Source: an optimization exercise on an open RTL-to-GDS flow (aim: small area, a short achievable clock period and few clock cycles). Production flows keep margins and buffers that such runs may drop. Function was checked by simulation only, so behaviour that the tests miss may differ from the original. Power figures rest on the tool's default switching activity, not on a simulated workload.

===== flow/design.v =====
module sipfc_codec (
    input  wire        clk,
    input  wire        rst,
    input  wire        req_valid,
    output wire        req_ready,
    input  wire [11:0] req_word,
    output reg         rsp_valid,
    input  wire        rsp_ready,
    output wire [2:0]  rsp_status,
    output reg  [15:0] rsp_data,
    output reg         rsp_empty,
    output reg         rsp_last,
    output reg         fault
);
    localparam [15:0] SEED  = 16'h147A;
    localparam [7:0]  START = 8'hFE;
    localparam [7:0]  ENDB  = 8'h0D;
    localparam [7:0]  ESC   = 8'hF0;
    localparam [2:0] S0 = 3'd0, S1 = 3'd1, S2 = 3'd2, S3 = 3'd3, S4 = 3'd4, S5 = 3'd5;
    function [15:0] ckstep(input [15:0] v, input [7:0] b);
        reg [7:0] rl, rh;
        reg [9:0] lo;
        begin
            rl = ~{v[6:0], v[15]};
            rh = ~v[14:7];
            lo = {2'b00, rl} + {2'b00, rh} + {2'b00, b};
            case (lo[9:8])
                2'd0:    ckstep = {rh,         lo[7:0]};
                2'd1:    ckstep = {rh + 8'd1,  lo[7:0]};
                default: ckstep = {rh + 8'd2,  lo[7:0]};
            endcase
        end
    endfunction
    function [1:0] ckstep_fe(input [15:0] v, input [7:0] b);
        reg [7:0] rl, rh;
        reg [9:0] lo;
        begin
            rl = ~{v[6:0], v[15]};
            rh = ~v[14:7];
            lo = {2'b00, rl} + {2'b00, rh} + {2'b00, b};
            case (lo[9:8])
                2'd0:    ckstep_fe[1] = (rh == 8'hFE);
                2'd1:    ckstep_fe[1] = (rh == 8'hFD);
                default: ckstep_fe[1] = (rh == 8'hFC);
            endcase
            ckstep_fe[0] = (lo[7:0] == 8'hFE);
        end
    endfunction
    reg [15:0] ck;
    reg [15:0] enc_ck;
    reg [7:0]  enc_buf [0:61];    
    reg [6:0]  enc_n;             
    reg [6:0]  enc_len;           
    reg [2:0]  dec_state;
    reg [7:0]  dec_buf [0:63];
    reg [6:0]  dec_len;
    reg        rdy_q;
    reg        a_v, b_v;
    reg [11:0] b_w;
    reg [7:0]  data;              
    reg        f_ck_init, f_ck_add, f_ck_read, f_enc_add, f_enc_frm,
               f_dec_add, f_dec_frm, f_dec_rst, f_ill;
    reg        d_fe, d_0d, d_f0;
    assign req_ready = rdy_q;
    reg        rsp_st;
    assign rsp_status = {2'b00, rsp_st};
    wire go = ~rsp_valid | rsp_ready;      
    localparam [2:0] P_ST0 = 3'd0, P_ST1 = 3'd1, P_RAW = 3'd2, P_HI = 3'd3,
                     P_LO  = 3'd4, P_E0  = 3'd5, P_E1  = 3'd6;
    reg        enc_str;       
    reg        dec_str;       
    reg [2:0]  eph;           
    reg [6:0]  ptr;           
    reg [7:0]  p_hi, p_lo;    
    reg [7:0]  rd_enc;        
    reg [7:0]  rd_dec;        
    reg        esc_ok;        
    wire       esc = esc_ok & (rsp_data[7:0] == START);
    reg  [7:0] enc_rd, dec_rd;
    integer j;
    always @(*) begin
        enc_rd = 8'h00;
        dec_rd = 8'h00;
        for (j = 0; j < 64; j = j + 1) begin
            if (j < 62)
                enc_rd = enc_rd | (enc_buf[j] & {8{p_hi[j / 8] & p_lo[j % 8]}});
            dec_rd = dec_rd | (dec_buf[j] & {8{p_hi[j / 8] & p_lo[j % 8]}});
        end
    end
    wire       raw_last = (ptr == enc_n);
    reg  [7:0] enc_byte;
    always @(*) begin
        case (eph)
            P_RAW:   enc_byte = rd_enc;
            P_HI:    enc_byte = enc_ck[15:8];
            P_LO:    enc_byte = enc_ck[7:0];
            P_E1:    enc_byte = ENDB;
            default: enc_byte = START;
        endcase
    end
    wire [7:0] enc_beat = esc ? ESC : enc_byte;
    wire       enc_last = ~esc & (eph == P_E1);
    wire       dec_lst = (ptr == dec_len);
    wire streaming = enc_str | dec_str;
    wire [6:0] enc_base    = (enc_len == 0) ? 7'd2 : enc_len;
    wire [6:0] enc_add_len = enc_base + (d_fe ? 7'd2 : 7'd1);
    wire       enc_add_ovf = (enc_len == 7'd64) || (enc_len == 7'd63 && d_fe);
    wire       hi_esc = (enc_ck[15:8] == START);
    wire       lo_esc = (enc_ck[7:0] == START);
    wire       enc_frm_ovf = (enc_len > 7'd60) ||
                             (enc_len == 7'd60 && (hi_esc || lo_esc)) ||
                             (enc_len == 7'd59 && hi_esc && lo_esc);
    reg [2:0] dec_nxt;
    reg       dec_app, dec_clr;
    reg       dec_done;
    always @(*) begin
        dec_nxt  = S0;
        dec_app  = 1'b0;
        dec_clr  = (dec_state == S5);
        dec_done = 1'b0;
        case (dec_state)
            S1: dec_nxt = d_fe ? S2 : S0;
            S2: begin
                dec_nxt = d_fe ? S2 : S3;
                dec_app = ~d_fe;
            end
            S3: begin
                dec_nxt = d_fe ? S4 : S3;
                dec_app = ~d_fe;
            end
            S4: begin
                if (d_fe) begin
                    dec_nxt = S2;
                    dec_clr = 1'b1;
                end else if (d_0d) begin
                    dec_nxt  = S5;
                    dec_done = 1'b1;
                end else if (d_f0) begin
                    dec_nxt = S3;
                    dec_app = 1'b1;
                end else begin
                    dec_nxt = S0;
                    dec_clr = 1'b1;
                end
            end
            default: dec_nxt = d_fe ? S1 : S0;    
        endcase
    end
    wire dec_add_ovf = dec_app & dec_len[6];
    wire overflow = (f_enc_add & enc_add_ovf & ~enc_str) |
                    (f_enc_frm & enc_frm_ovf & ~enc_str) |
                    (f_dec_add & dec_add_ovf);
    wire ex = go & a_v & ~streaming & ~overflow;     
    reg        push;
    reg        b_st, b_empty, b_last;
    reg [15:0] b_data;
    always @(*) begin
        push    = 1'b0;
        b_st    = 1'b0;
        b_empty = 1'b1;
        b_last  = 1'b1;
        b_data  = {8'h00, rd_dec};
        if (enc_str) begin
            push    = go;
            b_empty = 1'b0;
            b_last  = enc_last;
            b_data  = {8'h00, enc_beat};
        end else if (dec_str) begin
            push    = go;
            b_empty = 1'b0;
            b_last  = dec_lst;
        end else begin
            push = ex;
            b_st = f_ill;
            if (f_ck_read) begin
                b_empty = 1'b0;
                b_data  = ck;
            end
            if (f_dec_add) begin
                b_empty = 1'b0;
                b_data  = {15'd0, dec_done};
            end
            if (f_dec_frm && dec_len != 0) begin
                b_empty = 1'b0;
                b_last  = dec_lst;
            end
            if (f_enc_frm) begin
                b_empty = 1'b0;
                b_last  = 1'b0;
                b_data  = {8'h00, enc_beat};
            end
        end
    end
    wire enc_adv = go & (enc_str | (a_v & ~dec_str & f_enc_frm & ~enc_frm_ovf));
    wire dec_adv = go & (dec_str | (a_v & ~enc_str & f_dec_frm & dec_len != 0));
    wire ovf_a   = a_v & overflow;
    wire ovf_b;                   
    wire fault_n = fault | ovf_a | ovf_b;
    wire ni_v    = req_valid & rdy_q;
    wire na_v = ~ovf_a & (ex ? ((b_v & ~ovf_b) | ni_v) : (a_v | ni_v));
    wire nb_v = ~ovf_a & ~ovf_b & (ex ? (b_v & ni_v) : (b_v | (a_v & ni_v)));
    wire str_n = (enc_adv ? ~enc_last : enc_str) | (dec_adv ? ~dec_lst : dec_str);
    wire        a_ld  = ex | ~a_v;
    wire        a_fromb = ex & b_v;      
    function [19:0] decode(input [11:0] w);
        reg [3:0] o;
        reg [7:0] d;
        reg       z;
        begin
            o = w[11:8];
            d = w[7:0];
            z = (d == 8'h00);
            decode = {(o == 4'h0) & z, (o == 4'h1), (o == 4'h2) & z, (o == 4'h3),
                      (o == 4'h4) & z, (o == 4'h5), (o == 4'h6) & z, (o == 4'h7) & z,
                      o[3] | (~z & (o == 4'h0 || o == 4'h2 || o == 4'h4 ||
                                    o == 4'h6 || o == 4'h7)),
                      (d == START), (d == ENDB), (d == ESC), d};
        end
    endfunction
    wire [19:0] dec_req = decode(req_word);
    wire [19:0] dec_b   = decode(b_w);
    wire [19:0] a_nxt   = a_fromb ? dec_b : dec_req;
    reg       pa_ok;
    reg       pa_len64, pa_len63, pa_gt60, pa_eq60, pa_eq59, pa_hi, pa_lo;
    reg [2:0] pa_state;
    reg       pa_full;
    wire [1:0] enc_fe  = ckstep_fe(enc_ck, data);
    wire [6:0] pa_len  = f_enc_add ? enc_add_len : (f_enc_frm ? 7'd0 : enc_len);
    always @(posedge clk) begin
        pa_len64 <= (pa_len == 7'd64);
        pa_len63 <= (pa_len == 7'd63);
        pa_gt60  <= (pa_len > 7'd60);
        pa_eq60  <= (pa_len == 7'd60);
        pa_eq59  <= (pa_len == 7'd59);
        pa_hi    <= f_enc_add ? enc_fe[1] : (f_enc_frm ? 1'b0 : hi_esc);
        pa_lo    <= f_enc_add ? enc_fe[0] : (f_enc_frm ? 1'b0 : lo_esc);
        pa_state <= f_dec_add ? dec_nxt : (f_dec_rst ? S0 : dec_state);
        pa_full  <= f_dec_add ? ((dec_app & (dec_len == 7'd63)) | (~dec_app & ~dec_clr & dec_len[6]))
                              : (~f_dec_rst & dec_len[6]);
        if (rst) pa_ok <= 1'b0;
        else     pa_ok <= a_v & b_v & ~ex & ~ovf_a & ~ovf_b;
    end
    wire b_ck_add_x, b_enc_add, b_x1, b_enc_frm, b_dec_add, b_x2, b_fe, b_0d, b_f0;
    assign {b_x1, b_ck_add_x, b_x2, b_enc_add, b_enc_frm, b_dec_add} = dec_b[19:14];
    assign {b_fe, b_0d, b_f0} = dec_b[10:8];
    wire [2:0] pb_state = (pa_state == S5) ? S0 : pa_state;
    wire b_app = (((pb_state == S2) || (pb_state == S3)) & ~b_fe) | ((pb_state == S4) & b_f0);
    assign ovf_b = pa_ok & b_v &
                 ((b_enc_add & (pa_len64 | (pa_len63 & b_fe))) |
                  (b_enc_frm & (pa_gt60 | (pa_eq60 & (pa_hi | pa_lo)) | (pa_eq59 & pa_hi & pa_lo))) |
                  (b_dec_add & b_app & pa_full));
    always @(posedge clk) begin
        if (a_ld)
            {f_ck_init, f_ck_add, f_ck_read, f_enc_add, f_enc_frm, f_dec_add,
             f_dec_frm, f_dec_rst, f_ill, d_fe, d_0d, d_f0, data} <= a_nxt;
        if (!b_v || ex) b_w <= req_word;
        if (rst) begin
            rdy_q <= 1'b1;
            a_v   <= 1'b0;
            b_v   <= 1'b0;
        end else begin
            a_v   <= na_v;
            b_v   <= nb_v;
            rdy_q <= ~fault_n & ~nb_v & ~(str_n & na_v);
        end
    end
    always @(posedge clk) begin
        if (rst) rsp_valid <= 1'b0;
        else if (go) rsp_valid <= push;
        if (go) begin
            rsp_st    <= b_st;
            rsp_data  <= b_data;
            rsp_empty <= b_empty;
            rsp_last  <= b_last;
        end
    end
    always @(posedge clk) begin
        if (rst) begin
            enc_str <= 1'b0;
            dec_str <= 1'b0;
            eph     <= P_HI;
            ptr     <= 7'd1;
            p_hi    <= 8'h01;
            p_lo    <= 8'h02;
            esc_ok  <= 1'b0;
        end else begin
            if (go) esc_ok <= 1'b0;
            if (enc_adv) begin
                enc_str <= ~enc_last;
                if (!esc) begin
                    case (eph)
                        P_ST0: eph <= P_ST1;
                        P_ST1: eph <= P_RAW;
                        P_RAW: begin
                            ptr    <= ptr + 7'd1;
                            p_lo   <= {p_lo[6:0], p_lo[7]};
                            if (p_lo[7]) p_hi <= {p_hi[6:0], p_hi[7]};
                            esc_ok <= 1'b1;
                            if (raw_last) eph <= P_HI;
                        end
                        P_HI: begin
                            eph    <= P_LO;
                            esc_ok <= 1'b1;
                        end
                        P_LO: begin
                            eph    <= P_E0;
                            esc_ok <= 1'b1;
                        end
                        P_E0: eph <= P_E1;
                        default: begin       
                            eph <= P_HI;
                            ptr  <= 7'd1;
                            p_hi <= 8'h01;
                            p_lo <= 8'h02;
                        end
                    endcase
                end
            end else if (dec_adv) begin
                dec_str <= ~dec_lst;
                if (dec_lst) begin
                    ptr  <= 7'd1;
                    p_hi <= 8'h01;
                    p_lo <= 8'h02;
                end else begin
                    ptr  <= ptr + 7'd1;
                    p_lo <= {p_lo[6:0], p_lo[7]};
                    if (p_lo[7]) p_hi <= {p_hi[6:0], p_hi[7]};
                end
            end
            if (ex && f_enc_add) eph <= P_ST0;
        end
    end
    wire enc_we = f_enc_add;
    wire dec_we = f_dec_add & ~dec_len[6];
    wire       enc_fetch = enc_adv & ~esc;
    wire [7:0] dec_wbyte = (dec_state == S4) ? START : data;
    wire [7:0] slot0_nxt = (dec_we && dec_len[5:0] == 6'd0) ? dec_wbyte : dec_buf[0];
    always @(posedge clk) begin
        if (enc_fetch && eph == P_ST0)      rd_enc <= enc_buf[0];
        else if (enc_fetch && eph == P_RAW) rd_enc <= enc_rd;
        if (dec_adv && !dec_lst)            rd_dec <= dec_rd;
        else if (!dec_str || dec_adv)       rd_dec <= slot0_nxt;
    end
    integer k;
    wire enc_done = enc_adv & ~esc & (eph == P_E1);
    always @(posedge clk) begin
        if (rst) begin
            ck        <= SEED;
            enc_ck    <= SEED;
            enc_n     <= 7'd0;
            enc_len   <= 7'd0;
            dec_state <= S0;
            dec_len   <= 7'd0;
            fault     <= 1'b0;
        end else begin
            fault <= fault_n;
            if (enc_done) begin
                enc_n   <= 7'd0;
                enc_len <= 7'd0;
                enc_ck  <= SEED;
            end
            if (ex) begin
                if (f_ck_init) ck <= SEED;
                if (f_ck_add)  ck <= ckstep(ck, data);
                if (f_enc_add) begin
                    enc_ck  <= ckstep(enc_ck, data);
                    enc_n   <= enc_n + 7'd1;
                    enc_len <= enc_add_len;
                end
                if (f_dec_add) begin
                    dec_state <= dec_nxt;
                    if (dec_app) dec_len <= dec_len + 7'd1;
                    if (dec_clr) dec_len <= 7'd0;
                end
                if (f_dec_rst) begin
                    dec_state <= S0;
                    dec_len   <= 7'd0;
                end
            end
        end
    end
    always @(posedge clk) begin
        for (k = 0; k < 62; k = k + 1)
            if (enc_we && enc_n[5:0] == k)
                enc_buf[k] <= data;
        for (k = 0; k < 64; k = k + 1)
            if (dec_we && dec_len[5:0] == k)
                dec_buf[k] <= dec_wbyte;
    end
endmodule

===== flow/flow/run.sh =====
#!/bin/bash
# Standard ORFS layout (the standard.sh, unchanged synthesis), asking the
# resizer's setup repair for more slack than the clock period needs. The clock
# period and the SDC are the standard flow's.
set -euo pipefail
bash standard.sh SETUP_SLACK_MARGIN=6.7 finish > standard_finish.log 2>&1

===== flow/standard.sh =====
#!/bin/bash
# synth_recipe.tcl (not shown) runs the flow's synth.tcl, then flattens the netlist and writes it again
# the make line also repeats each setting of config.mk as NAME=value (left out here)
make -C /OpenROAD-flow-scripts/flow DESIGN_CONFIG=/design/flow/config.mk WORK_HOME=/design/flow/orfs CLKGATE_MAP_FILE= SYNTH_SCRIPT=/design/flow/synth_recipe.tcl "${@:-finish}"

===== flow/config.mk =====
export PLATFORM = sky130hd
export DESIGN_NAME = sipfc_codec
export DESIGN_NICKNAME = sipfc_codec
export VERILOG_FILES = /design/flow/design.v
export SDC_FILE = /design/flow/constraint.sdc
export NUM_CORES = 4
export LEC_CHECK = 0
export CAP_MARGIN = 20
export CORE_MARGIN = 2
export CORE_UTILIZATION = 40
export CTS_CLUSTER_DIAMETER = 80
export CTS_CLUSTER_SIZE = 24
export SLEW_MARGIN = 20

===== flow/constraint.sdc =====
create_clock -name core_clock -period 10.0 [get_ports {clk}]
set_input_delay 2.0000 -clock core_clock [delete_from_list [all_inputs] [get_ports {clk}]]
set_output_delay 2.0000 -clock core_clock [all_outputs]
set_load 0.01 [all_outputs]

==> flow_summary.toml, run 1 <==
[outcome]
status = "finished clean"

[placed_design]
dp.cells = 4591
routabilityCongestion = 1.02
port_buffers = 37
hpwl_um = 106000

[die]
core_area_um2 = 116000
rows = 125
initial_utilization = 0.402
io_pins = 40
die_w_um = 345
dieHeight_um = 345
dieArea_um2 = 119000

[finish]
fin_nets = 3255
final_util = 0.452
regArea_um2 = 34300
n_fill_cell = 10094
multiInputGateArea_um2 = 12000
area_growth_pct = 12.3
final_cell_count_no_fill = 4741
drive_gt1_frac = 0.155

[synth]
postSynthCellCount = 3088
synth-edff-count = 1067
ys_ff_latch = 1177
netlist_area_um2 = 46600
yosysSeqAreaShare = 0.734
synth_flop_cell = "edfxtp_1"
synth_xor_area_frac = 0.00845
synth_simple_gate_area_frac = 0.0789
synth.mux.area_fraction = 0.00850
ys_types = 87
yosys_warnings = 3
async_flop_share = 0
synth-adder-area-share = 0.0165
syn_avg_cell_area_um2 = 15.1
synth-compound-area-share = 0.131
synth_top_family_by_area = "compound AO/OA/AOI/OAI gates"

[timing]
tns_ps = 0
finClkSkew_ps = 24.8
final-setup-viol-count = 0
maxSlewHeadroom = 0.203
worstMarginPinSlew_ps = 1190
grt_setup_unrepaired = "true"
min_period_ps = 3390
period_share = 0.339
maxSlewViolCount = 0
max_clock_freq_mhz = 295
hold_ws_ps = 515
hold_viol = 0

[setup_path]
worstSetupStartpoint = "rsp_data[2]$_DFFE_PP_"
path_depth = 1
max_stage_delay_ps = 510
slowest_stage = "edfxtp_1"
cp_num_buf_inv = 1
rr_worst_depth = 6
crit_family = "flip-flops"
r2r-end = "rd_enc[1]$_DFFE_PP_"
critical_path_arrival_ps = 1390
start_kind = "flip-flop"
critPathRequiredTime_ps = 8000
path_cells = "buf_2"
crit_fanout = 2
worstReg2RegStart = "p_hi[1]$_SDFFE_PP0P_"
reg2reg_slack_ps = 6640
crit_type = "flip-flop to primary output"
cp-end-kind = "primary output"

[power]
ir_drop_v = 0.000140
p_leak_nw = 16.7
powerDensity_nw_per_um2 = 163

[job]
max-cap-violations = 0

[cts]
clock-root-buffer = "clkbuf_16"
numClockSinks = 1177
cts_max_level = 2
cts.clk_slew.worst_paths_ps = 100
ctsHoldBuffers = 0
cts_tree = "done"
cts_buffers = 57
clockBufferDepth = 3
clock_latency_ps = 700

[min_path]
whs_endpoint = "ck[15]$_SDFFE_PP0P_"
hold_path.class = "flip-flop to flip-flop"
min_from = "ck[15]$_SDFFE_PP0P_"
hold_depth = 1

[drt]
vias = 31396
wire_per_inst_um = 36.4
postRouteAntennaNets = 0
drc = 0
dr.pass1.iters = 9
vias_per_cell = 6.62
routed_wl_um = 173000
drt_iter0_markers = 5601

[grt]
track_usage = 0.277
grt_pass1_wl_um = 232000
overflow = 0
antenna_found_initial = 5
grt_pass1_vias = 28043
grt_max_degree = 66
==> area by class of cell <==
cell class                 count  area share
tap                         1524      0.0364
multi-input combinational   1639       0.229
antenna                        1   0.0000478
clock buffer                  74      0.0297
clock inverter                12     0.00237
inverter                      65     0.00502
sequential                  1177       0.654
timing repair buffer         249      0.0428
==> metrics by stage <==
step | setup WS, ps | cell area [um^2] | power (mW)
3_3_place_gp | 4620 | 49400 | 5.86
5_1_grt | 6510 | 52400 | 8.71
3_5_place_dp | 4560 | 49400 | 5.87
6_report | 6610 | 52400 | 8.54
4_1_cts | 6560 | 51900 | 8.49
2_1_floorplan | 6200 | 46800 | 5.72
==> worst register-to-register path: cells and delay by family, from the launching register on <==
family / cells / cell delay (ps)
compound gates: 2 / 900
mux: 1 / 300
simple gates: 3 / 1450
flops: 1 / 460
==> cell families (layout without fill, tap and decap cells) <==
| group | after synthesis | count (layout) |
|---|---|---|
| AOI/OAI and AO/OA | 773 | 773 |
| xor gates and xnor gates | 45 | 45 |
| adders and majority gates | 50 | 50 |
| buffers and inverters | 274 | 400 |
| DFF | 1177 | 1177 |
| muxes | 37 | 37 |
| other | 1 | 3 |
| and+or+nand+nor | 731 | 732 |
==> power breakdown <==
part	switching, mW	internal [mW]
Clock	1.57	1.13
Sequential	0.0353	5.40
Combinational	0.258	0.138
==> Yosys cell counts, types with 13 or more instances <==
library cell  number  area (um^2)
edfxtp_1        1067        32000
nor2_1           234          878
clkbuf_1         193          724
a22o_1           183         1600
a22oi_1          182         1370
a221oi_1         165         1450
nand2_1          143          537
dfxtp_1          110         2200
and2_1            83          519
nand4_1           79          494
inv_1             65          244
o21ai_0           50          250
a21oi_1           49          245
nand3_1           46          230
xnor2_1           33          289
ha_1              31          388
nor4_1            28          175
nor3_1            25          125
mux2_2            21          236
fa_1              19          380
mux2i_1           16          160
a222oi_1          15          150
o22ai_1           15         93.8
or3_1             14         87.6
a211oi_1          13         97.6
==> sequential cells by signal (all words and copies together), names as in the netlist, 8 cells and up <==
signal,cells
dec_buf,512
enc_buf,496
ck,16
enc_ck,16
rsp_data,16
b_w,12
data,8
p_hi,8
p_lo,8
rd_dec,8
rd_enc,8
==> per-layer routing <==
layer | up-vias | global-route usage | routed length [um]
li1 | 12487 | - | -
met1 | 15859 | 0.385 | 63500
met2 | 2612 | 0.410 | 74000
met3 | 428 | 0.0829 | 26700
met4 | 10 | 0.104 | 8400
met5 | - | 0 | 100
==> how the worst max path moves through the flow <==
| stage | to | slack [ps] |
|---|---|---|
| finish | rsp_data[2] | 6610 |
| detailed placement | d_0d$_DFFE_PP_ | 4560 |
| CTS | rsp_data[2] | 6560 |
| global placement | d_0d$_DFFE_PP_ | 4620 |
| floorplan | rd_enc[0]$_DFFE_PP_ | 6200 |
| global route | pa_hi$_DFF_P_ | 6510 |
==> timing repair <==
item | CTS | global route
gates cloned | 10 | 6
resized for setup | 179 | 64
setup endpoints to repair | 188 | 103
buffers inserted | 27 | 18
hold endpoints to repair | 0 | 0
pin swaps | 9 | 17
==> cells in the final DEF, fill, tap and decap left out, types with 26 or more instances in the layout <==
cell          n
a221oi_1    148
dfxtp_1      96
inv_1        54
nand3_1      46
buf_4       183
xnor2_1      33
and2_1       55
clkbuf_16    64
o21ai_0      47
nor2_2       37
ha_1         26
nand4_1      79
a21oi_1      48
a22o_1      183
nor2_1      194
a22oi_1     182
edfxtp_1   1067
nand2_1     140
Testbench counts, summed over its fixed seeds: cycles 41,225.
==> run 2, diff against run 1 <==
--- a/flow/design.v
+++ b/flow/design.v
@@ -32,19 +32,4 @@
         end
     endfunction
-    function [1:0] ckstep_fe(input [15:0] v, input [7:0] b);
-        reg [7:0] rl, rh;
-        reg [9:0] lo;
-        begin
-            rl = ~{v[6:0], v[15]};
-            rh = ~v[14:7];
-            lo = {2'b00, rl} + {2'b00, rh} + {2'b00, b};
-            case (lo[9:8])
-                2'd0:    ckstep_fe[1] = (rh == 8'hFE);
-                2'd1:    ckstep_fe[1] = (rh == 8'hFD);
-                default: ckstep_fe[1] = (rh == 8'hFC);
-            endcase
-            ckstep_fe[0] = (lo[7:0] == 8'hFE);
-        end
-    endfunction
     reg [15:0] ck;
     reg [15:0] enc_ck;
@@ -56,6 +41,5 @@
     reg [6:0]  dec_len;
     reg        rdy_q;
-    reg        a_v, b_v;
-    reg [11:0] b_w;
+    reg        a_v;
     reg [7:0]  data;              
     reg        f_ck_init, f_ck_add, f_ck_read, f_enc_add, f_enc_frm,
@@ -65,5 +49,8 @@
     reg        rsp_st;
     assign rsp_status = {2'b00, rsp_st};
-    wire go = ~rsp_valid | rsp_ready;      
+    reg        s_v, s_st, s_empty, s_last;
+    reg [15:0] s_data;
+    reg        room_q;        
+    wire go = room_q;         
     localparam [2:0] P_ST0 = 3'd0, P_ST1 = 3'd1, P_RAW = 3'd2, P_HI = 3'd3,
                      P_LO  = 3'd4, P_E0  = 3'd5, P_E1  = 3'd6;
@@ -195,12 +182,9 @@
     wire dec_adv = go & (dec_str | (a_v & ~enc_str & f_dec_frm & dec_len != 0));
     wire ovf_a   = a_v & overflow;
-    wire ovf_b;                   
-    wire fault_n = fault | ovf_a | ovf_b;
+    wire fault_n = fault | ovf_a;
     wire ni_v    = req_valid & rdy_q;
-    wire na_v = ~ovf_a & (ex ? ((b_v & ~ovf_b) | ni_v) : (a_v | ni_v));
-    wire nb_v = ~ovf_a & ~ovf_b & (ex ? (b_v & ni_v) : (b_v | (a_v & ni_v)));
+    wire na_v = ~ovf_a & ((a_v & ~ex) | ni_v);
     wire str_n = (enc_adv ? ~enc_last : enc_str) | (dec_adv ? ~dec_lst : dec_str);
-    wire        a_ld  = ex | ~a_v;
-    wire        a_fromb = ex & b_v;      
+    wire a_ld  = ex | ~a_v;
     function [19:0] decode(input [11:0] w);
         reg [3:0] o;
@@ -218,59 +202,51 @@
         end
     endfunction
-    wire [19:0] dec_req = decode(req_word);
-    wire [19:0] dec_b   = decode(b_w);
-    wire [19:0] a_nxt   = a_fromb ? dec_b : dec_req;
-    reg       pa_ok;
-    reg       pa_len64, pa_len63, pa_gt60, pa_eq60, pa_eq59, pa_hi, pa_lo;
-    reg [2:0] pa_state;
-    reg       pa_full;
-    wire [1:0] enc_fe  = ckstep_fe(enc_ck, data);
-    wire [6:0] pa_len  = f_enc_add ? enc_add_len : (f_enc_frm ? 7'd0 : enc_len);
-    always @(posedge clk) begin
-        pa_len64 <= (pa_len == 7'd64);
-        pa_len63 <= (pa_len == 7'd63);
-        pa_gt60  <= (pa_len > 7'd60);
-        pa_eq60  <= (pa_len == 7'd60);
-        pa_eq59  <= (pa_len == 7'd59);
-        pa_hi    <= f_enc_add ? enc_fe[1] : (f_enc_frm ? 1'b0 : hi_esc);
-        pa_lo    <= f_enc_add ? enc_fe[0] : (f_enc_frm ? 1'b0 : lo_esc);
-        pa_state <= f_dec_add ? dec_nxt : (f_dec_rst ? S0 : dec_state);
-        pa_full  <= f_dec_add ? ((dec_app & (dec_len == 7'd63)) | (~dec_app & ~dec_clr & dec_len[6]))
-                              : (~f_dec_rst & dec_len[6]);
-        if (rst) pa_ok <= 1'b0;
-        else     pa_ok <= a_v & b_v & ~ex & ~ovf_a & ~ovf_b;
-    end
-    wire b_ck_add_x, b_enc_add, b_x1, b_enc_frm, b_dec_add, b_x2, b_fe, b_0d, b_f0;
-    assign {b_x1, b_ck_add_x, b_x2, b_enc_add, b_enc_frm, b_dec_add} = dec_b[19:14];
-    assign {b_fe, b_0d, b_f0} = dec_b[10:8];
-    wire [2:0] pb_state = (pa_state == S5) ? S0 : pa_state;
-    wire b_app = (((pb_state == S2) || (pb_state == S3)) & ~b_fe) | ((pb_state == S4) & b_f0);
-    assign ovf_b = pa_ok & b_v &
-                 ((b_enc_add & (pa_len64 | (pa_len63 & b_fe))) |
-                  (b_enc_frm & (pa_gt60 | (pa_eq60 & (pa_hi | pa_lo)) | (pa_eq59 & pa_hi & pa_lo))) |
-                  (b_dec_add & b_app & pa_full));
+    wire [19:0] a_nxt = decode(req_word);
     always @(posedge clk) begin
         if (a_ld)
             {f_ck_init, f_ck_add, f_ck_read, f_enc_add, f_enc_frm, f_dec_add,
              f_dec_frm, f_dec_rst, f_ill, d_fe, d_0d, d_f0, data} <= a_nxt;
-        if (!b_v || ex) b_w <= req_word;
         if (rst) begin
             rdy_q <= 1'b1;
             a_v   <= 1'b0;
-            b_v   <= 1'b0;
         end else begin
             a_v   <= na_v;
-            b_v   <= nb_v;
-            rdy_q <= ~fault_n & ~nb_v & ~(str_n & na_v);
+            rdy_q <= ~fault_n & (~na_v | (room_n & ~str_n));
         end
     end
+    wire r_free = ~rsp_valid | rsp_ready;     
+    wire room_n = r_free | ~(s_v | push);
     always @(posedge clk) begin
-        if (rst) rsp_valid <= 1'b0;
-        else if (go) rsp_valid <= push;
-        if (go) begin
-            rsp_st    <= b_st;
-            rsp_data  <= b_data;
-            rsp_empty <= b_empty;
-            rsp_last  <= b_last;
+        if (rst) begin
+            rsp_valid <= 1'b0;
+            s_v       <= 1'b0;
+            room_q    <= 1'b1;
+        end else begin
+            room_q <= room_n;
+            if (r_free) begin
+                rsp_valid <= s_v | push;
+                s_v       <= 1'b0;
+            end else begin
+                s_v       <= s_v | push;
+            end
+        end
+        if (r_free) begin
+            if (s_v) begin
+                rsp_st    <= s_st;
+                rsp_data  <= s_data;
+                rsp_empty <= s_empty;
+                rsp_last  <= s_last;
+            end else begin
+                rsp_st    <= b_st;
+                rsp_data  <= b_data;
+                rsp_empty <= b_empty;
+                rsp_last  <= b_last;
+            end
+        end
+        if (!s_v) begin
+            s_st    <= b_st;
+            s_data  <= b_data;
+            s_empty <= b_empty;
+            s_last  <= b_last;
         end
     end
==> run 2 against run 1 <==
Highest routed layer unchanged. Count of clock-buffer cells in the layout is the same. Total power rose by 0.76%. Worst setup slack worse by 45 ps. Still clean. Combinational power is 28% higher. Core utilization down 0.84 points. Final cell count fell by 3.2%. Die area fell by 1.3%.
==> flow_summary.toml, run 2 <==
[setup_path]
slowest_stage = "nor3_1"
worstReg2RegStart = "p_lo[1]$_SDFFE_PP1P_"
cp-end-kind = "flip-flop"
critical_path_arrival_ps = 3840
rr_worst_depth = 8
path_cells = "and2_1 > buf_4 > a22o_1 > a221oi_1 > nand4_1 > nor3_1 > a21oi_1 > a21o_1"
reg2reg_slack_ps = 6560
crit_fanout = 12
max_stage_delay_ps = 640
critPathRequiredTime_ps = 10400
crit_type = "flip-flop to flip-flop"
start_kind = "flip-flop"
r2r-end = "rd_dec[3]$_DFFE_PP_"

[power]
power_mw = 8.60
ir_drop_v = 0.000140
p_leak_nw = 15.9
powerDensity_nw_per_um2 = 170

[grt]
grt_pass1_vias = 27623
track_usage = 0.276
grt_pass1_wl_um = 225000
grt_max_degree = 66
overflow = 0
antenna_found_initial = 6

[cts]
cts_tree = "done"
cts_buffers = 56
clock-root-buffer = "clkbuf_16"
cts_max_level = 2
numClockSinks = 1173
cts.clk_slew.worst_paths_ps = 100
clockBufferDepth = 3
clock_latency_ps = 700
ctsHoldBuffers = 0

[timing]
max_clock_freq_mhz = 291
final-setup-viol-count = 0
period_share = 0.344
maxSlewHeadroom = 0.185
finClkSkew_ps = 46.3
tns_ps = 0
worstMarginPinSlew_ps = 1220
setup_slack_ps = 6560
grt_setup_unrepaired = "true"
min_period_ps = 3440
maxSlewViolCount = 0
hold_viol = 0

[outcome]
status = "finished clean"

[drt]
routed_wl_um = 167000
dr.pass1.iters = 6
wire_per_inst_um = 36.3
vias_per_cell = 6.58
postRouteAntennaNets = 0
vias = 30169
drc = 0
drt_iter0_markers = 5017

[finish]
area_growth_pct = 9.99
layout_common_cells = "1055 x edfxtp_1, 209 x a22oi_1, 174 x a22o_1, 161 x nor2_1, 151 x buf_4"
top_register = "dec_buf"
largest_reg_flops = 512
drive_gt1_frac = 0.134
reg_top3 = "dec_buf: 512 flops, enc_buf: 496 flops"
final_util = 0.443
final_cell_count_no_fill = 4588
fin_nets = 3114
layout_commonest_cell = "edfxtp_1"

[synth]
synth_area_leader_cell = "edfxtp_1"
synth_most_common_cell = "edfxtp_1"
netlist_area_um2 = 46000
syn_avg_cell_area_um2 = 15.4
ys_types = 94
synth_common_cells = "1055 x edfxtp_1, 209 x a22oi_1, 199 x nor2_1"
synthDominantCellAreaShare = 0.688
yosys_warnings = 3
synth-edff-count = 1055
async_flop_share = 0
postSynthCellCount = 2991
yosysSeqAreaShare = 0.740
synth_area_leaders = "edfxtp_1 69%, dfxtp_1 5.1%, a22oi_1 3.4%"
ys_ff_latch = 1173
synth_flop_cell = "edfxtp_1"

[die]
core_area_um2 = 114000
dieArea_um2 = 118000
io_pins = 40
dieHeight_um = 343
die_w_um = 343
rows = 124
initial_utilization = 0.403

[placed_design]
dp.cells = 4480
port_buffers = 37
routabilityCongestion = 0.965
dp_slack_ps = 6100
hpwl_um = 105000

[min_path]
hold_depth = 2
whs_endpoint = "esc_ok$_SDFF_PP0_"
min_from = "esc_ok$_SDFF_PP0_"
hold_path.class = "flip-flop to flip-flop"

[job]
max-cap-violations = 0
[run 2: cell count changes in the layout (fill, tap and decap cells not counted), moves of 13 or more]
cell / change
buf_4: -32
a22oi_1: +27
nor2_1: -33
dfxtp_2: -13
nand3_1: +27
and2_1: -14
mux2i_1: -13
nand2_1: -39
o21ai_0: -17
dfxtp_1: +21
[run 2: what timing repair did]
item / CTS / global route
cloned: 0 / 4
setup endpoints to repair: 57 / 86
gates resized for setup: 108 / 40
setup buffers: 1 / 16
pin swaps: 1 / 7
[run 2: layer usage]
| layer | up-vias | part of all wire | GRT usage |
|---|---|---|---|
| met3 | 470 | 0.14 | 0.0774 |
| met4 | 8 | 0.056 | 0.120 |
| met2 | 2336 | 0.44 | 0.418 |
| met5 | - | 0.00032 | 0 |
| met1 | 15326 | 0.37 | 0.372 |
| li1 | 12029 | - | - |
[run 2: cell type report]
type / count / area (um^2)
repair buffers: 200 / 1620
clock buffers: 74 / 1500
multi-input cells: 1544 / 11200
flip-flops and latches: 1173 / 34000
clock inverters: 8 / 96.3
diodes: 3 / 7.51
inverters: 74 / 282
well taps: 1512 / 1890
fillers: 10100 / 63600
[run 2: how the worst max path moves through the flow]
stage                               start             endpoint  slack (ps)  depth (start not counted)
floorplan               data[1]$_DFFE_PP_  ck[14]$_SDFFE_PP0P_        6440                         10
global placement                      rst  ck[11]$_SDFFE_PP0P_        6140                          5
detailed placement                    rst   ck[0]$_SDFFE_PP0P_        6100                          5
CTS                 rsp_data[4]$_DFFE_PP_          rsp_data[4]        6520                          1
global route        rsp_data[5]$_DFFE_PP_          rsp_data[5]        6680                          1
finish               p_lo[1]$_SDFFE_PP1P_  rd_dec[3]$_DFFE_PP_        6560                          8
[run 2: through the flow]
| step | hold WS [ps] | area [um^2] |
|---|---|---|
| 3_3_place_gp | 441 | 48600 |
| 4_1_cts | 470 | 50300 |
| 2_1_floorplan | 423 | 46100 |
| 6_report | 467 | 50600 |
| 3_5_place_dp | 448 | 48700 |
| 5_1_grt | 491 | 50600 |
[run 2: kinds of logic after synthesis]
kind of cell / count (synthesis) / share of synthesized area
AOI/OAI and AO/OA: 765 / 0.132
xor gates and xnor gates: 39 / 0.00742
adders and majority gates: 49 / 0.0164
buffers and inverters: 275 / 0.0247
DFF: 1173 / 0.740
muxes: 20 / 0.00481
other: 1 / 0.0000815
and+or+nand+nor: 669 / 0.0751
[run 2: power by group]
group	leakage, nW	total, mW	switching (mW)	internal [mW]
clock network	0.770	2.61	1.54	1.07
registers	10.5	5.48	0.0619	5.42
logic	4.65	0.505	0.335	0.169
total	15.9	8.60	1.94	6.66
[run 2: worst max-delay path, delay by kind of cell (launching register included)]
kind | cells | cell delay [ps]
AND/OR/NAND/NOR | 3 | 1300
buffers and inverters | 1 | 350
flip-flops | 1 | 510
AO/OA/AOI/OAI | 4 | 970
Testbench counts of run 2, summed over its fixed seeds: cycles 41,225.
==> run 3, diff against run 2 <==
--- a/flow/flow/run.sh
+++ b/flow/flow/run.sh
@@ -4,3 +4,3 @@
 # period and the SDC are the standard flow's.
 set -euo pipefail
-bash standard.sh SETUP_SLACK_MARGIN=6.7 finish > standard_finish.log 2>&1
+bash standard.sh SETUP_SLACK_MARGIN=6.9 finish > standard_finish.log 2>&1
==> run 3 against run 2 <==
Still clean. Flip-flop and latch count unchanged. Via count is 0.46% higher. Sequential power barely moved. Critical path type is now flip-flop to primary output.
==> flow_summary.toml, run 3 <==
[outcome]
status = "finished clean"

[min_path]
hold_depth = 2
hold_path.class = "flip-flop to flip-flop"
whs_endpoint = "s_last$_DFF_P_"
min_from = "s_last$_DFF_P_"

[timing]
worstMarginPinSlew_ps = 1260
setup_slack_ps = 6690
maxSlewViolCount = 0
finClkSkew_ps = 42.3
maxSlewHeadroom = 0.159
min_period_ps = 3310
grt_setup_unrepaired = "true"
tns_ps = 0
hold_viol = 0
period_share = 0.331
hold_ws_ps = 460
max_clock_freq_mhz = 302
final-setup-viol-count = 0

[setup_path]
r2r-end = "rd_enc[0]$_DFFE_PP_"
critPathRequiredTime_ps = 8000
cp_num_buf_inv = 1
reg2reg_slack_ps = 6780
critical_path_arrival_ps = 1310
crit_fanout = 2
start_kind = "flip-flop"
path_cells = "buf_2"
cp-end-kind = "primary output"
slowest_stage = "edfxtp_1"
rr_worst_depth = 8
max_stage_delay_ps = 440
crit_type = "flip-flop to primary output"
worstReg2RegStart = "p_hi[7]$_SDFFE_PP0P_"
crit_family = "flip-flops"

[placed_design]
hpwl_um = 105000
dp.cells = 4471
port_buffers = 37
routabilityCongestion = 0.966
place_area_um2 = 48600
dp_slack_ps = 6070

[finish]
reg_top3 = "dec_buf: 512 flops, enc_buf: 496 flops"
drive_gt1_frac = 0.164
n_fill_cell = 9963
multiInputGateArea_um2 = 11500
fin_nets = 3139
fin_area_um2 = 51500
area_growth_pct = 12.0
layout_common_cells = "1055 x edfxtp_1, 208 x a22oi_1, 174 x a22o_1, 162 x buf_4, 150 x nor2_1"
largest_reg_flops = 512
top_register = "dec_buf"
regArea_um2 = 34100
final_util = 0.451
layout_commonest_cell = "edfxtp_1"
final_cell_count_no_fill = 4613

[power]
ir_drop_v = 0.000152
power_mw = 8.78
powerDensity_nw_per_um2 = 170
p_leak_nw = 16.4

[die]
core_area_um2 = 114000
die_w_um = 343
rows = 124
initial_utilization = 0.403
io_pins = 40
dieArea_um2 = 118000
dieHeight_um = 343

[synth]
syn_avg_cell_area_um2 = 15.4
ys_ff_latch = 1173
async_flop_share = 0
synth_area_leaders = "edfxtp_1 69%, dfxtp_1 5.1%, a22oi_1 3.4%"
ys_types = 94
synthDominantCellAreaShare = 0.688
postSynthCellCount = 2991
synth_most_common_cell = "edfxtp_1"
synth_area_leader_cell = "edfxtp_1"
yosys_warnings = 3
netlist_area_um2 = 46000
yosysSeqAreaShare = 0.740
synth_flop_cell = "edfxtp_1"
synth-edff-count = 1055
synth_common_cells = "1055 x edfxtp_1, 209 x a22oi_1, 199 x nor2_1"

[cts]
clockBufferDepth = 3
numClockSinks = 1173
cts_buffers = 58
cts_max_level = 2
cts_tree = "done"
ctsHoldBuffers = 0
clock-root-buffer = "clkbuf_16"
clock_latency_ps = 710
cts.clk_slew.worst_paths_ps = 90

[grt]
grt_pass1_wl_um = 228000
antenna_found_initial = 2
grt_max_degree = 65
grt_pass1_vias = 27614
track_usage = 0.281
overflow = 0

[drt]
dr.pass1.iters = 9
drc = 0
routed_wl_um = 169000
postRouteAntennaNets = 0
vias_per_cell = 6.57
wire_per_inst_um = 36.7
vias = 30308
drt_iter0_markers = 4833

[job]
max-cap-violations = 0
## run 3: cell types whose count changed in the layout (fill, tap and decap cells not counted), moves of 5 or more
cell,delta
nor2_2,+10
a221oi_2,+17
a221oi_1,-18
dfxtp_2,+14
bufbuf_16,+9
nor2_1,-11
dfxtp_1,-14
buf_12,+6
buf_4,+11
clkbuf_1,-5
## run 3: repair_timing
action                     4_1_cts  5_1_grt
resized for setup              183       44
cloned                           9        2
buffers inserted                20       22
pin swaps                       10       23
setup endpoints to repair      146      144
## run 3: worst max-delay path by stage
stage | start | endpoint | slack (ps) | cells after the start
2_1_floorplan | data[1]$_DFFE_PP_ | ck[14]$_SDFFE_PP0P_ | 6440 | 10
3_3_place_gp | rst | ck[15]$_SDFFE_PP0P_ | 6100 | 5
3_5_place_dp | rst | ck[13]$_SDFFE_PP0P_ | 6070 | 5
4_1_cts | rsp_data[5]$_DFFE_PP_ | rsp_data[5] | 6660 | 1
5_1_grt | rsp_data[5]$_DFFE_PP_ | rsp_data[5] | 6670 | 1
6_report | rsp_data[5]$_DFFE_PP_ | rsp_data[5] | 6690 | 1
## run 3: kinds of logic after synthesis
family,Yosys count,share of synthesized area
muxes,20,0.00481
other,1,0.0000815
and+or+nand+nor,669,0.0751
DFF,1173,0.740
xor gates and xnor gates,39,0.00742
adders and majority gates,49,0.0164
AOI/OAI and AO/OA,765,0.132
buffers and inverters,275,0.0247
## run 3: routing by layer
layer / vias to the layer above / routed length (um) / global-route usage
li1: 12088 / - / -
met2: 2421 / 74400 / 0.429
met1: 15288 / 61400 / 0.372
met5: - / 0 / 0
met3: 511 / 23000 / 0.0776
met4: 0 / 10500 / 0.136
## run 3: final cells by class
type,instances,share of cell area
diodes,2,0.0000971
inverters,74,0.00551
clock buffers,72,0.0300
multi-input cells,1544,0.223
clock inverters,13,0.00338
well taps,1512,0.0367
repair buffers,223,0.0402
flip-flops and latches,1173,0.661
## run 3: where the power goes
part	switching, mW	internal [mW]
sequential	0.0643	5.42
combinational	0.350	0.207
clock	1.59	1.14
total	2.01	6.77
==> run 4, diff against run 3 <==
--- a/flow/flow/run.sh
+++ b/flow/flow/run.sh
@@ -4,3 +4,3 @@
 # period and the SDC are the standard flow's.
 set -euo pipefail
-bash standard.sh SETUP_SLACK_MARGIN=6.9 finish > standard_finish.log 2>&1
+bash standard.sh SETUP_SLACK_MARGIN=7.1 finish > standard_finish.log 2>&1
==> run 4 against run 3 <==
Non-clock buffer count up 25. Clock power down 4%. Clock skew down 8.4 ps. Fmax about the same. First-iteration DRC count up 20%. Highest routed layer is now met5.
==> flow_summary.toml, run 4 <==
[outcome]
status = "finished clean"

[drt]
vias_per_cell = 6.57
drc = 0
drt_iter0_markers = 5784
wire_per_inst_um = 36.8
routed_wl_um = 171000
dr.pass1.iters = 7
postRouteAntennaNets = 0
vias = 30436

[power]
power_mw = 8.72
pwr-share-seq = 0.628
power_switching_mw = 2.00
p_leak_nw = 16.6
p_comb_frac = 0.071
p_int_mw = 6.72
ir_drop_v = 0.000131
p_sw_frac = 0.229
pwr-share-clk = 0.301
powerDensity_nw_per_um2 = 167

[finish]
layout_commonest_cell = "edfxtp_1"
n_fill_cell = 9936
final_util = 0.457
largest_reg_flops = 512
final_cell_count_no_fill = 4634
fin_nets = 3162
area_growth_pct = 13.4
layout_common_cells = "1055 x edfxtp_1, 209 x a22oi_1, 174 x a22o_1, 166 x buf_4, 153 x nor2_1"
drive_gt1_frac = 0.186
top_register = "dec_buf"
multiInputGateArea_um2 = 11800
reg_top3 = "dec_buf: 512 flops, enc_buf: 496 flops"
regArea_um2 = 34100

[timing]
tns_ps = 0
hold_viol = 0
final-setup-viol-count = 0
maxSlewHeadroom = 0.194
period_share = 0.330
finClkSkew_ps = 33.9
grt_setup_unrepaired = "true"
maxSlewViolCount = 0
min_period_ps = 3300
worstMarginPinSlew_ps = 1200
max_clock_freq_mhz = 303

[placed_design]
hpwl_um = 105000
routabilityCongestion = 0.972
port_buffers = 37
dp.cells = 4474

[synth]
yosysSeqAreaShare = 0.740
synth_flop_cell = "edfxtp_1"
synthDominantCellAreaShare = 0.688
postSynthCellCount = 2991
yosys_warnings = 3
ys_ff_latch = 1173
synth_common_cells = "1055 x edfxtp_1, 209 x a22oi_1, 199 x nor2_1"
synth_most_common_cell = "edfxtp_1"
synth_area_leader_cell = "edfxtp_1"
synth-edff-count = 1055
netlist_area_um2 = 46000
syn_avg_cell_area_um2 = 15.4
synth_area_leaders = "edfxtp_1 69%, dfxtp_1 5.1%, a22oi_1 3.4%"
async_flop_share = 0
ys_types = 94

[die]
die_w_um = 343
dieArea_um2 = 118000
dieHeight_um = 343
core_area_um2 = 114000
rows = 124
initial_utilization = 0.403
io_pins = 40

[job]
max-cap-violations = 0

[setup_path]
crit_family = "flip-flops"
crit_type = "flip-flop to primary output"
slowest_stage = "edfxtp_1"
rr_worst_depth = 15
max_stage_delay_ps = 440
critical_path_arrival_ps = 1300
start_kind = "flip-flop"
crit_fanout = 2
path_cells = "buf_2"
path_depth = 1
critPathRequiredTime_ps = 8000
cp-end-kind = "primary output"
cp_num_buf_inv = 1

[min_path]
hold_path.class = "flip-flop to flip-flop"
hold_depth = 2

[cts]
cts.clk_slew.worst_paths_ps = 90
cts_max_level = 2
clock-root-buffer = "clkbuf_16"
cts_tree = "done"
clockBufferDepth = 3
clock_latency_ps = 720
cts_buffers = 56
numClockSinks = 1173
ctsHoldBuffers = 0

[grt]
overflow = 0
grt_max_degree = 65
grt_pass1_wl_um = 230000
track_usage = 0.284
grt_pass1_vias = 27891
antenna_found_initial = 2
run 4: cell counts after synthesis:
Identical to the previous run, type by type.
run 4: final timing paths:
| path | start | end | slack, ps |
|---|---|---|---|
| max | rsp_data[5]$_DFFE_PP_ | rsp_data[5] | 6700 |
| min | s_last$_DFF_P_ | s_last$_DFF_P_ | 460 |
| max reg2reg | data[1]$_DFFE_PP_ | enc_ck[14]$_SDFF_PP0_ | 6890 |
| min reg2reg | s_last$_DFF_P_ | s_last$_DFF_P_ | 460 |
run 4: repair_timing:
| action | 4_1_cts | 5_1_grt |
|---|---|---|
| resized for setup | 275 | 84 |
| setup endpoints to repair | 200 | 231 |
| setup buffers | 37 | 21 |
| pin swaps | 42 | 43 |
| gates cloned | 12 | 3 |
| hold endpoints to repair | 0 | 0 |
run 4: power by group through the flow:
| stage | Combinational (mW) | Clock [mW] | Sequential [mW] |
|---|---|---|---|
| after floorplan | 0.280 | 0 | 5.58 |
| after global placement | 0.464 | 0 | 5.59 |
| after detailed placement | 0.473 | 0 | 5.59 |
| after CTS | 0.556 | 2.62 | 5.48 |
| after global routing | 0.659 | 2.77 | 5.48 |
| final | 0.623 | 2.62 | 5.48 |
run 4: routing by layer:
metal / GRT usage / wire length, um
met3: 0.0843 / 24400
met2: 0.433 / 75600
met4: 0.123 / 9440
met5: 0 / 125
met1: 0.377 / 61100
run 4: area by class of cell:
class / instances / area share
multi-input combinational: 1544 / 0.227
clock inverter: 10 / 0.00254
tap: 1512 / 0.0363
sequential: 1173 / 0.653
clock buffer: 71 / 0.0281
inverter: 74 / 0.00537
timing repair buffer: 248 / 0.0472
antenna: 2 / 0.0000959
run 4: cell families after synthesis:
group,count (synthesis),synth area share
compound gates,765,0.132
xor+xnor,39,0.00742
fa+ha+maj,49,0.0164
buf+inv,275,0.0247
flops,1173,0.740
mux,20,0.00481
other cells,1,0.0000815
simple gates,669,0.0751
run 4: metrics by stage:
step | setup WS, ps | hold slack [ps] | area, um^2
floorplan | 6440 | 423 | 46200
global placement | 6190 | 440 | 48600
detailed placement | 6130 | 449 | 48700
CTS | 6660 | 463 | 51600
global route | 6660 | 481 | 52200
finish | 6700 | 459 | 52200
==> run 5, diff against run 4 <==
--- a/flow/design.v
+++ b/flow/design.v
@@ -34,5 +34,5 @@
     reg [15:0] ck;
     reg [15:0] enc_ck;
-    reg [7:0]  enc_buf [0:61];    
+    reg [7:0]  enc_buf [0:57];    
     reg [6:0]  enc_n;             
     reg [6:0]  enc_len;           
@@ -70,5 +70,5 @@
         dec_rd = 8'h00;
         for (j = 0; j < 64; j = j + 1) begin
-            if (j < 62)
+            if (j < 58)
                 enc_rd = enc_rd | (enc_buf[j] & {8{p_hi[j / 8] & p_lo[j % 8]}});
             dec_rd = dec_rd | (dec_buf[j] & {8{p_hi[j / 8] & p_lo[j % 8]}});
@@ -357,5 +357,5 @@
     end
     always @(posedge clk) begin
-        for (k = 0; k < 62; k = k + 1)
+        for (k = 0; k < 58; k = k + 1)
             if (enc_we && enc_n[5:0] == k)
                 enc_buf[k] <= data;
--- a/flow/flow/run.sh
+++ b/flow/flow/run.sh
@@ -4,3 +4,3 @@
 # period and the SDC are the standard flow's.
 set -euo pipefail
-bash standard.sh SETUP_SLACK_MARGIN=7.1 finish > standard_finish.log 2>&1
+bash standard.sh SETUP_SLACK_MARGIN=6.9 finish > standard_finish.log 2>&1
==> run 5 against run 4 <==
Still clean. Total power up 2.3%. Via count down 1.1%. Worst setup slack better by 25 ps. Global-route usage about the same. Sequential power down 1%. Area after synthesis down 2.7%. Hold slack better by 19 ps. Fmax up 0.76%. Synthesized cell count down 3.1%. Flip-flop and latch count down 32. Routed wire length down 1.3%. Largest cell class unchanged. Highest routed layer unchanged.
==> flow_summary.toml, run 5 <==
[outcome]
status = "finished clean"

[placed_design]
routabilityCongestion = 0.990
port_buffers = 37
dp.cells = 4366
place_area_um2 = 47400
dp_slack_ps = 5870
hpwl_um = 105000

[cts]
cts.clk_slew.worst_paths_ps = 90
clockBufferDepth = 3
numClockSinks = 1141
ctsHoldBuffers = 0
cts_max_level = 2
clock_latency_ps = 700
clock-root-buffer = "clkbuf_16"
cts_buffers = 56
cts_tree = "done"

[synth]
synth_area_leaders = "edfxtp_1 69%, dfxtp_1 5.3%, a22o_1 3.6%"
synth_most_common_cell = "edfxtp_1"
yosys_warnings = 3
synth_common_cells = "1023 x edfxtp_1, 204 x nor2_1, 182 x a22o_1"
postSynthCellCount = 2899
yosysSeqAreaShare = 0.739
synth-edff-count = 1023
syn_avg_cell_area_um2 = 15.4
netlist_area_um2 = 44800
synthDominantCellAreaShare = 0.686
synth_area_leader_cell = "edfxtp_1"
ys_ff_latch = 1141
async_flop_share = 0
ys_types = 86
synth_flop_cell = "edfxtp_1"

[power]
pwr-share-seq = 0.606
p_sw_frac = 0.241
power_mw = 8.92
pwr-share-clk = 0.302
p_comb_frac = 0.093
ir_drop_v = 0.000134
powerDensity_nw_per_um2 = 176
power_switching_mw = 2.15
p_int_mw = 6.77
p_leak_nw = 16.1

[die]
core_area_um2 = 111000
dieHeight_um = 339
die_w_um = 339
initial_utilization = 0.404
rows = 122
io_pins = 40
dieArea_um2 = 115000

[setup_path]
crit_fanout = 2
cp_num_buf_inv = 1
r2r-end = "rd_dec[4]$_DFFE_PP_"
critPathRequiredTime_ps = 8000
reg2reg_slack_ps = 6810
path_cells = "buf_2"
crit_type = "flip-flop to primary output"
start_kind = "flip-flop"
path_depth = 1
rr_worst_depth = 7
cp-endpoint = "rsp_data[0]"
critical_path_arrival_ps = 1280
max_stage_delay_ps = 430
slowest_stage = "edfxtp_1"
cp-end-kind = "primary output"
worstSetupStartpoint = "rsp_data[0]$_DFFE_PP_"
worstReg2RegStart = "p_lo[4]$_SDFFE_PP0P_"
crit_family = "flip-flops"

[finish]
reg_top3 = "dec_buf: 512 flops, enc_buf: 464 flops"
layout_common_cells = "1023 x edfxtp_1, 181 x a22o_1, 171 x buf_4, 159 x nor2_1, 153 x a22oi_1"
final_util = 0.457
top_register = "dec_buf"
largest_reg_flops = 512
n_fill_cell = 9541
fin_nets = 3075
drive_gt1_frac = 0.179
area_growth_pct = 13.2
fin_area_um2 = 50700
layout_commonest_cell = "edfxtp_1"
final_cell_count_no_fill = 4548

[grt]
grt_max_degree = 65
grt_pass1_wl_um = 228000
antenna_found_initial = 3
track_usage = 0.284
grt_pass1_vias = 28339
overflow = 0

[job]
max-cap-violations = 0

[drt]
postRouteAntennaNets = 0
vias = 30095
routed_wl_um = 168000
drc = 0
vias_per_cell = 6.62
dr.pass1.iters = 8
wire_per_inst_um = 37.0
drt_iter0_markers = 4840

[timing]
max_clock_freq_mhz = 305
period_share = 0.328
maxSlewHeadroom = 0.168
tns_ps = 0
min_period_ps = 3280
worstMarginPinSlew_ps = 1240
finClkSkew_ps = 33.0
maxSlewViolCount = 0
hold_ws_ps = 478
setup_slack_ps = 6720
final-setup-viol-count = 0
grt_setup_unrepaired = "true"
hold_viol = 0

[min_path]
hold_path.class = "flip-flop to flip-flop"
run 5: cell types whose count changed in the layout (fill, tap and decap cells not counted), sizes merged, moves of 11 or more:
cell    change
a222oi     +12
a22oi      -56
clkbuf     +21
edfxtp     -32
a21oi      -14
mux2       +11
nand3      -17
run 5: power groups by stage:
stage          clock, mW  combinational (mW)  sequential [mW]
6_report            2.69               0.825             5.40
5_1_grt             2.84               0.868             5.41
4_1_cts             2.68               0.737             5.40
3_5_place_dp           0               0.670             5.51
3_3_place_gp           0               0.657             5.51
2_1_floorplan          0               0.384             5.50
run 5: logic make-up after synthesis:
group,count (synthesis),share of synthesized area
other,1,0.0000838
flip-flops,1141,0.739
AO/OA/AOI/OAI,722,0.130
adder cells (fa/ha/maj),49,0.0169
XOR/XNOR,44,0.00861
buffers and inverters,258,0.0228
multiplexers,36,0.00892
AND/OR/NAND/NOR,648,0.0740
run 5: cell type report:
| class | count | area [um^2] | area share |
|---|---|---|---|
| antenna | 2 | 5.00 | 0.0000988 |
| clock inverter | 11 | 160 | 0.00316 |
| sequential | 1141 | 33100 | 0.654 |
| timing repair buffer | 244 | 2250 | 0.0445 |
| inverter | 66 | 251 | 0.00496 |
| tap | 1488 | 1860 | 0.0367 |
| multi-input combinational | 1501 | 11500 | 0.226 |
| clock buffer | 95 | 1570 | 0.0310 |
run 5: routing by layer:
layer  routed length [um]  vias to the layer above  GRT usage
li1                     -                    11836          -
met1                60200                    15237      0.370
met2                72100                     2516      0.420
met3                24300                      502     0.0887
met4                11800                        4      0.160
met5                   27                        -          0
run 5: worst min-delay path by stage:
stage                           start                 to  slack (ps)  cells past startpoint
finish              s_data[1]$_DFF_P_  s_data[1]$_DFF_P_         480                      1
global route        s_data[1]$_DFF_P_  s_data[1]$_DFF_P_         490                      1
CTS                    s_last$_DFF_P_     s_last$_DFF_P_         470                      2
detailed placement     s_last$_DFF_P_     s_last$_DFF_P_         460                      2
global placement         s_st$_DFF_P_       s_st$_DFF_P_         450                      2
floorplan             s_empty$_DFF_P_    s_empty$_DFF_P_         420                      2
run 5: timing repair:
action / in CTS / in global routing
gates resized for setup: 207 / 74
buffers inserted: 34 / 27
pin swaps: 30 / 35
endpoints found under the setup margin: 134 / 113
cloned: 8 / 5
Testbench counts of run 5, summed over its fixed seeds: cycles 41,225.
==> run 6, diff against run 5 <==
--- a/flow/config.mk
+++ b/flow/config.mk
@@ -11,3 +11,4 @@
 export CTS_CLUSTER_DIAMETER = 80
 export CTS_CLUSTER_SIZE = 24
+export PLACE_DENSITY = 0.75
 export SLEW_MARGIN = 20
==> run 6 against run 5 <==
Non-clock buffer count down 4. Sequential share of layout area down 0.063 points. Final cell count down 0.22%. Total power down 1.1%. Clock skew up 13 ps. Die area unchanged. Routed wire length down 5.6%. Global-route usage down 1.9 points. Combinational power up 1%. Critical endpoint is now rd_dec[5]$_DFFE_PP_. Largest power group unchanged.
==> flow_summary.toml, run 6 <==
[outcome]
status = "finished clean"

[setup_path]
max_stage_delay_ps = 760
crit_type = "flip-flop to flip-flop"
crit_fanout = 16
crit_top_cell = "buf_4"
critical_path_arrival_ps = 3700
worstSetupStartpoint = "p_lo[0]$_SDFFE_PP0P_"
critPathRequiredTime_ps = 10440
start_kind = "flip-flop"
cp_num_buf_inv = 2
path_cells = "buf_4 > and2_1 > buf_4 > a222oi_1 > o211ai_1 > nor4_2 > o2111ai_1 > mux2_2"
reg2reg_slack_ps = 6740
rr_worst_depth = 8
cp-end-kind = "flip-flop"
worstReg2RegStart = "p_lo[0]$_SDFFE_PP0P_"
r2r-end = "rd_dec[5]$_DFFE_PP_"
crit_family = "compound AO/OA/AOI/OAI gates"
slowest_stage = "a222oi_1"

[power]
powerDensity_nw_per_um2 = 174
ir_drop_v = 0.000159
power_mw = 8.83
p_leak_nw = 16.1

[cts]
cts_buffers = 56
numClockSinks = 1141
clock_latency_ps = 700
clock-root-buffer = "clkbuf_16"
cts_tree = "done"
cts_max_level = 2
clockBufferDepth = 3
ctsHoldBuffers = 0
cts.clk_slew.worst_paths_ps = 100

[synth]
postSynthCellCount = 2899
synth_flop_cell = "edfxtp_1"
async_flop_share = 0
synth_area_leader_cell = "edfxtp_1"
synthDominantCellAreaShare = 0.686
synth_most_common_cell = "edfxtp_1"
netlist_area_um2 = 44800
ys_types = 86
ys_ff_latch = 1141
syn_avg_cell_area_um2 = 15.4
synth-edff-count = 1023
synth_area_leaders = "edfxtp_1 69%, dfxtp_1 5.3%, a22o_1 3.6%"
synth_common_cells = "1023 x edfxtp_1, 204 x nor2_1, 182 x a22o_1"
yosys_warnings = 3
yosysSeqAreaShare = 0.739

[drt]
wire_per_inst_um = 35.0
vias_per_cell = 6.73
routed_wl_um = 159000
drc = 0
drt_iter0_markers = 6058
dr.pass1.iters = 6
postRouteAntennaNets = 0
vias = 30529

[placed_design]
dp_slack_ps = 5880
port_buffers = 37
routabilityCongestion = 1.01
hpwl_um = 96200

[finish]
drive_gt1_frac = 0.171
layout_common_cells = "1023 x edfxtp_1, 182 x a22o_1, 167 x nor2_1, 165 x buf_4, 153 x a22oi_1"
multiInputGateArea_um2 = 11500
reg_top3 = "dec_buf: 512 flops, enc_buf: 464 flops"
top_register = "dec_buf"
largest_reg_flops = 512
fin_nets = 3072
area_growth_pct = 13.3
final_util = 0.457
layout_commonest_cell = "edfxtp_1"
n_fill_cell = 9355
regArea_um2 = 33100

[min_path]
min_from = "s_last$_DFF_P_"
whs_endpoint = "s_last$_DFF_P_"
hold_path.class = "flip-flop to flip-flop"
hold_depth = 2

[timing]
maxSlewViolCount = 0
worstMarginPinSlew_ps = 1360
grt_setup_unrepaired = "true"
setup_slack_ps = 6740
hold_viol = 0
finClkSkew_ps = 45.7
min_period_ps = 3260
max_clock_freq_mhz = 307
period_share = 0.326
tns_ps = 0
maxSlewHeadroom = 0.0883
final-setup-viol-count = 0

[die]
io_pins = 40
rows = 122
dieArea_um2 = 115000
initial_utilization = 0.404
core_area_um2 = 111000
dieHeight_um = 339
die_w_um = 339

[grt]
antenna_found_initial = 12
grt_pass1_vias = 28378
track_usage = 0.264
grt_pass1_wl_um = 215000
overflow = 0
grt_max_degree = 65

[job]
max-cap-violations = 0
-- run 6: cell counts after synthesis --
No cell type changed its count.
-- run 6: worst max-delay path by stage --
stage          cells past startpoint                    end  slack, ps
2_1_floorplan                     10    ck[14]$_SDFFE_PP0P_       6490
3_3_place_gp                       5  enc_ck[14]$_SDFF_PP0_       5880
3_5_place_dp                       5  enc_ck[14]$_SDFF_PP0_       5880
4_1_cts                            1            rsp_data[7]       6760
5_1_grt                            1            rsp_data[7]       6730
6_report                           8    rd_dec[5]$_DFFE_PP_       6740
-- run 6: layout make-up --
class | count | area share
antenna | 7 | 0.000346
clock inverter | 13 | 0.00294
timing repair buffer | 240 | 0.0456
inverter | 66 | 0.00496
tap | 1488 | 0.0367
sequential | 1141 | 0.653
clock buffer | 81 | 0.0299
multi-input combinational | 1502 | 0.227
-- run 6: cells by family (layout without fill, tap and decap cells) --
| group | count (synthesis) | after routing | synth area share |
|---|---|---|---|
| simple gates | 648 | 648 | 0.0740 |
| buf+inv | 258 | 400 | 0.0228 |
| flops | 1141 | 1141 | 0.739 |
| mux | 36 | 37 | 0.00892 |
| fa+ha+maj | 49 | 49 | 0.0169 |
| compound gates | 722 | 722 | 0.130 |
| xor+xnor | 44 | 44 | 0.00861 |
| other cells | 1 | 9 | 0.0000838 |
-- run 6: per-stage QoR --
step / cell area (um^2) / std cells / hold slack [ps]
floorplan: 44900 / 2900 / 423
global placement: 47300 / 4363 / 440
detailed placement: 47400 / 4365 / 458
CTS: 50100 / 4513 / 472
global route: 50700 / 4531 / 495
finish: 50700 / 4538 / 468
-- run 6: worst reg2reg max path: stages (launching register included) --
cell and delay [ps]:
dfxtp_1 320, buf_4 210, and2_1 340, buf_4 310
a222oi_1 770, o211ai_1 230, nor4_2 290, o2111ai_1 230
mux2_2 330
-- run 6: where the power goes --
part / total [mW] / internal [mW] / switching [mW]
combinational: 0.837 / 0.317 / 0.520
sequential: 5.39 / 5.32 / 0.0664
clock: 2.60 / 1.08 / 1.52
-- run 6: what timing repair did --
action / in CTS / in global routing
gates cloned: 12 / 4
setup endpoints to repair: 125 / 97
pin swaps: 29 / 32
resized for setup: 189 / 85
buffers inserted: 42 / 12
-- run 6: layer usage --
metal  vias up  global-route usage  share of wire
met4        10               0.156          0.078
met1     14830               0.328           0.32
met2      3144               0.383           0.42
li1      11858                   -              -
met3       687               0.116           0.18
met5         -                   0        0.00076

-- static timing again, ports no longer ideal --
No port has a modelled driver above. Below, the same layouts with a new extraction and two added sets of constraints. Step 1: set_driving_cell puts a clkbuf_16 on clk and a buf_2 on each other input, an assumption about the parent block. Step 2 times the ports against the registers' clock, not the clock port: input delays grow and output delays shrink by t, the midpoint of the rising clock arrivals with the driver on. Three values: no drivers, after step 1, after step 2; two values: the first two.
run | shift t [ns] | setup WS [ns] | worst hold slack (ns) | worst setup path at the end | worst slew at a driven data input, ns
run 1 | 0.757 | 6.606 / 6.535 / 6.083 | 0.515 / 0.515 / 0.515 | input to register | 0.04
run 2 | 0.751 | 6.561 / 6.561 / 6.010 | 0.467 / 0.467 / 0.467 | input to register | 0.04
run 3 | 0.770 | 6.694 / 6.620 / 6.281 | 0.460 / 0.460 / 0.460 | input to register | 0.04
run 4 | 0.774 | 6.697 / 6.624 / 6.430 | 0.459 / 0.459 / 0.459 | input to register | 0.05
run 5 | 0.762 | 6.722 / 6.651 / 6.217 | 0.478 / 0.478 / 0.478 | input to register | 0.04
run 6 | 0.750 | 6.741 / 6.691 / 6.226 | 0.468 / 0.468 / 0.468 | input to register | 0.08
After both steps every run listed still meets setup and hold. The setup slack of run 2, which loses most, moves by 0.000 ns with the drivers and by -0.551 ns with both steps.
